Context: an optimization exercise on an open-source flow, tuned for small area, a short achievable clock period and few clock cycles. The choices shown serve that exercise and are no tape-out recipe.
Only simulation tests tie the RTL to the original design; equivalence was not proved.
No activity file was given, so power comes from the tool's default toggle rates.

Setup of the previous run:
Design bhx_stream, start of the top module:
module bhx_stream (
    input  wire        clk,
    input  wire        rst,
    input  wire        start,
    input  wire [2:0]  op,
    input  wire [23:0] len,
    input  wire [23:0] base,
    input  wire [23:0] cap,
    output wire        busy,
    input  wire        in_valid,
    input  wire [7:0]  in_data,
    output wire        in_ready,
    output wire        out_valid,
    output wire [7:0]  out_data,
    input  wire        out_ready,
    output reg         done,
    output reg  [4:0]  err_code,
    output wire [2:0]  err_stage,
    output reg  [23:0] err_pos,
    output wire [7:0]  err_detail,
    output reg  [23:0] out_len
);
    localparam E_INVCHAR = 5'h03;
    localparam E_BADCMD  = 5'h10;
    localparam E_BADLEN  = 5'h11;
    reg        run;
    reg        six;       
    reg        rle;       
    reg        ir;        
    reg [22:0] rem;       
    reg        in_end;    
    reg        iv0, iv1;  
    reg [7:0]  id0, id1;
    reg [23:0] ipos;      
    reg [23:0] capl;      
    reg        full;      
  ...
For scale: about 1,400 cells after synthesis, roughly 0.013 mm2 of cells after synthesis.
make LEC_CHECK=0 ABC_CLOCK_PERIOD_IN_PS=2300 CAP_MARGIN=20 CORE_MARGIN=2 CORE_UTILIZATION=40 PLACE_DENSITY=0.6 SETUP_SLACK_MARGIN=2.8 SLEW_MARGIN=20 finish   # period 5.0 ns
run.sh (not shown) runs the stock make flow with config.mk's settings and CLKGATE_MAP_FILE= SYNTH_SCRIPT=/design/flow/synth_recipe.tcl, a recipe that flattens the netlist after the stock synthesis.
Testbench counts of the previous run, summed over its fixed seeds: cycles 137,032.
Relative to the previous run, the following input files were edited for the current run:
Settings: changing SETUP_SLACK_MARGIN from 2.8 to 2.5.
Notes after the runs:
The previous run vs the current run, highest routing layer actually used: met4 vs met5
Looking at area growth from synthesis to final layout, the current run sits 6.5 points below the previous run.
Going from the previous run to the current run, clock skew did not really move, non-clock buffer count shrank by 79.
Comparing the current run and the previous run, count of clock-net buffers in the final layout is higher on the previous run.
The current run -> the previous run: number of pins exceeding their max-slew limit in the final report delta 0, exact match
Taking the previous run as the reference, in the current run global-route wire length before repair -about 4%, setup slack up 0.0049 ns.


Setup of run A:
bhx_stream, a different RTL version from the one above (not shown whole).
For scale: ~1300 cells after synthesis, about 200 flip-flops, roughly 160 I/O pins, roughly 13000 um2 of cells after synthesis.
Settings: LEC_CHECK=0, ABC_CLOCK_PERIOD_IN_PS=2500, CAP_MARGIN=20, CORE_MARGIN=2, CORE_UTILIZATION=55, PLACE_DENSITY=0.75, SETUP_SLACK_MARGIN=2.3, SLEW_MARGIN=20; clock period 5.0 ns.
standard.sh (not shown) runs the stock make flow with config.mk's settings and CLKGATE_MAP_FILE= SYNTH_SCRIPT=/design/flow/synth_recipe.tcl, a recipe that flattens the netlist after the stock synthesis.
==> flow/flow/run.sh <==
#!/bin/bash
# Standard layout, with every input and output port buffered by the
# platform's smallest buffer (buf_1) instead of the default delay-cell buffer.
set -euo pipefail
export BUFFER_PORTS_ARGS="-buffer_cell sky130_fd_sc_hd__buf_1"
bash standard.sh > flow.log 2>&1
Run A | stages: all done | timing, DRC, antenna: all pass
Testbench counts of run A, summed over its fixed seeds: cycles 137,032.
#### Input delta (run B over run A)
# run A
export LEC_CHECK = 0
export ABC_CLOCK_PERIOD_IN_PS = 2500
export CAP_MARGIN = 20
export CORE_MARGIN = 2
export CORE_UTILIZATION = 55
export PLACE_DENSITY = 0.75
export SETUP_SLACK_MARGIN = 2.3
export SLEW_MARGIN = 20
create_clock -name core_clock -period 5.0 [get_ports {clk}]
# run B
export LEC_CHECK = 0
export ABC_CLOCK_PERIOD_IN_PS = 2500
export CAP_MARGIN = 20
export CORE_MARGIN = 2
export CORE_UTILIZATION = 70
export PLACE_DENSITY = 0.85
export SETUP_SLACK_MARGIN = 2.3
export SLEW_MARGIN = 20
create_clock -name core_clock -period 5.0 [get_ports {clk}]
As far as combined area of all synthesized cells is concerned, run A and run B perform about the same. Top routing layer in use = met5: run A; top routing layer in use = met4: run B. Summary: with run A as the reference, final cell count in run B moved down by a few percent. Register-to-register setup slack (run B over run A): decrease, 0.07 ns.
Input-level comparison between run C and run B:
# run B
export LEC_CHECK = 0
export ABC_CLOCK_PERIOD_IN_PS = 2500
export CAP_MARGIN = 20
export CORE_MARGIN = 2
export CORE_UTILIZATION = 70
export PLACE_DENSITY = 0.85
export SETUP_SLACK_MARGIN = 2.3
export SLEW_MARGIN = 20
create_clock -name core_clock -period 5.0 [get_ports {clk}]
# run C
export LEC_CHECK = 0
export ABC_CLOCK_PERIOD_IN_PS = 2500
export CAP_MARGIN = 20
export CORE_MARGIN = 2
export CORE_UTILIZATION = 55
export CTS_CLUSTER_DIAMETER = 100
export CTS_CLUSTER_SIZE = 30
export PLACE_DENSITY = 0.75
export SETUP_SLACK_MARGIN = 2.3
export SLEW_MARGIN = 20
create_clock -name core_clock -period 5.0 [get_ports {clk}]
==> run summary <==
Number of gates given a new drive strength after cts: run C < run B. The run showing the smaller global-route usage is run C. Delta(cell count, run C - run B) > 0. On routed wire length, run C does better than run B.


lane 1:
bhx_stream, a different RTL version from the one above (not shown whole).
Size in the first run: ~1,100 cells after synthesis, roughly 180 flip-flops, about 160 I/O pins, ~0.011 mm2 of cells after synthesis.
export LEC_CHECK = 0
export CAP_MARGIN = 20
export CORE_MARGIN = 2
export CORE_UTILIZATION = 40
export PLACE_DENSITY = 0.6
export SLEW_MARGIN = 20
create_clock -name core_clock -period 5.0 [get_ports {clk}]
run.sh (not shown) runs the stock make flow with config.mk's settings and CLKGATE_MAP_FILE= SYNTH_SCRIPT=/design/flow/synth_recipe.tcl, a recipe that flattens the netlist after the stock synthesis.
Stock flow here: none of the scripts above is used.
Testbench counts of lane 1, summed over its fixed seeds: cycles 137,469.
The following lists how lane 2 was set up differently from lane 1:
# lane 1
export LEC_CHECK = 0
export CAP_MARGIN = 20
export CORE_MARGIN = 2
export CORE_UTILIZATION = 40
export PLACE_DENSITY = 0.6
export SLEW_MARGIN = 20
create_clock -name core_clock -period 5.0 [get_ports {clk}]
# lane 2
export LEC_CHECK = 0
export ABC_CLOCK_PERIOD_IN_PS = 2500
export CAP_MARGIN = 20
export CORE_MARGIN = 2
export CORE_UTILIZATION = 40
export PLACE_DENSITY = 0.6
export SETUP_SLACK_MARGIN = 2.0
export SLEW_MARGIN = 20
create_clock -name core_clock -period 5.0 [get_ports {clk}]
Results
Lane 2 was carried through to the last stage, and its layout satisfied the timing, DRC and antenna checks. On layout-stage area growth over the synthesis result: between lane 1 and lane 2, it ends up lower for lane 1. The lower wire length came out of lane 1. Against lane 1, lane 2 comes in 78 higher on non-clock buffer count. The run with more setup slack is lane 2; lane 1 has less. Of lane 1 and lane 2, the higher number of global-route vias before repair belongs to lane 2. Lane 2 against lane 1: power dissipated in the clock network flat; non-clock buffer area fraction after layout increased by 3.8 points relative to the old numbers; number of combinational gates with multiple inputs flat.

-- afterwards: timing with drivers on the ports --
The results above use ideal ports. As a check the final layouts listed here were re-extracted and re-timed, cells and wires unchanged. Step 1 assumes that a clkbuf_16 drives the clock port and a buf_2 every other input. Step 2 also shifts input and output timing later by t, the mid clock arrival at the registers, as if the neighbouring blocks saw the same clock. Slacks: ideal / step 1 / step 2; pairs: ideal / step 1.
run | t, ns | setup slack, ns | worst setup path after step 2 | cell pins on the clock port's net
the previous run | 0.579 | 2.359 / 2.334 / 1.810 | input to register | 1
the current run | 0.589 | 2.364 / 2.364 / 1.792 | input to register | 1
run A | 0.493 | 2.363 / 2.313 / 1.875 | input to register | 1
run B | 0.487 | 2.264 / 2.273 / 1.786 | input to register | 1
run C | 0.493 | 2.363 / 2.313 / 1.875 | input to register | 1
lane 1 | 0.484 | 0.553 / 0.505 / 0.435 | input to register | 1
lane 2 | 0.478 | 1.632 / 1.583 / 1.545 | input to register | 1
After both steps setup and hold are still met in every run listed. For the current run, which loses most, drivers alone change the setup slack by 0.000 ns; drivers and shift together by -0.572 ns.
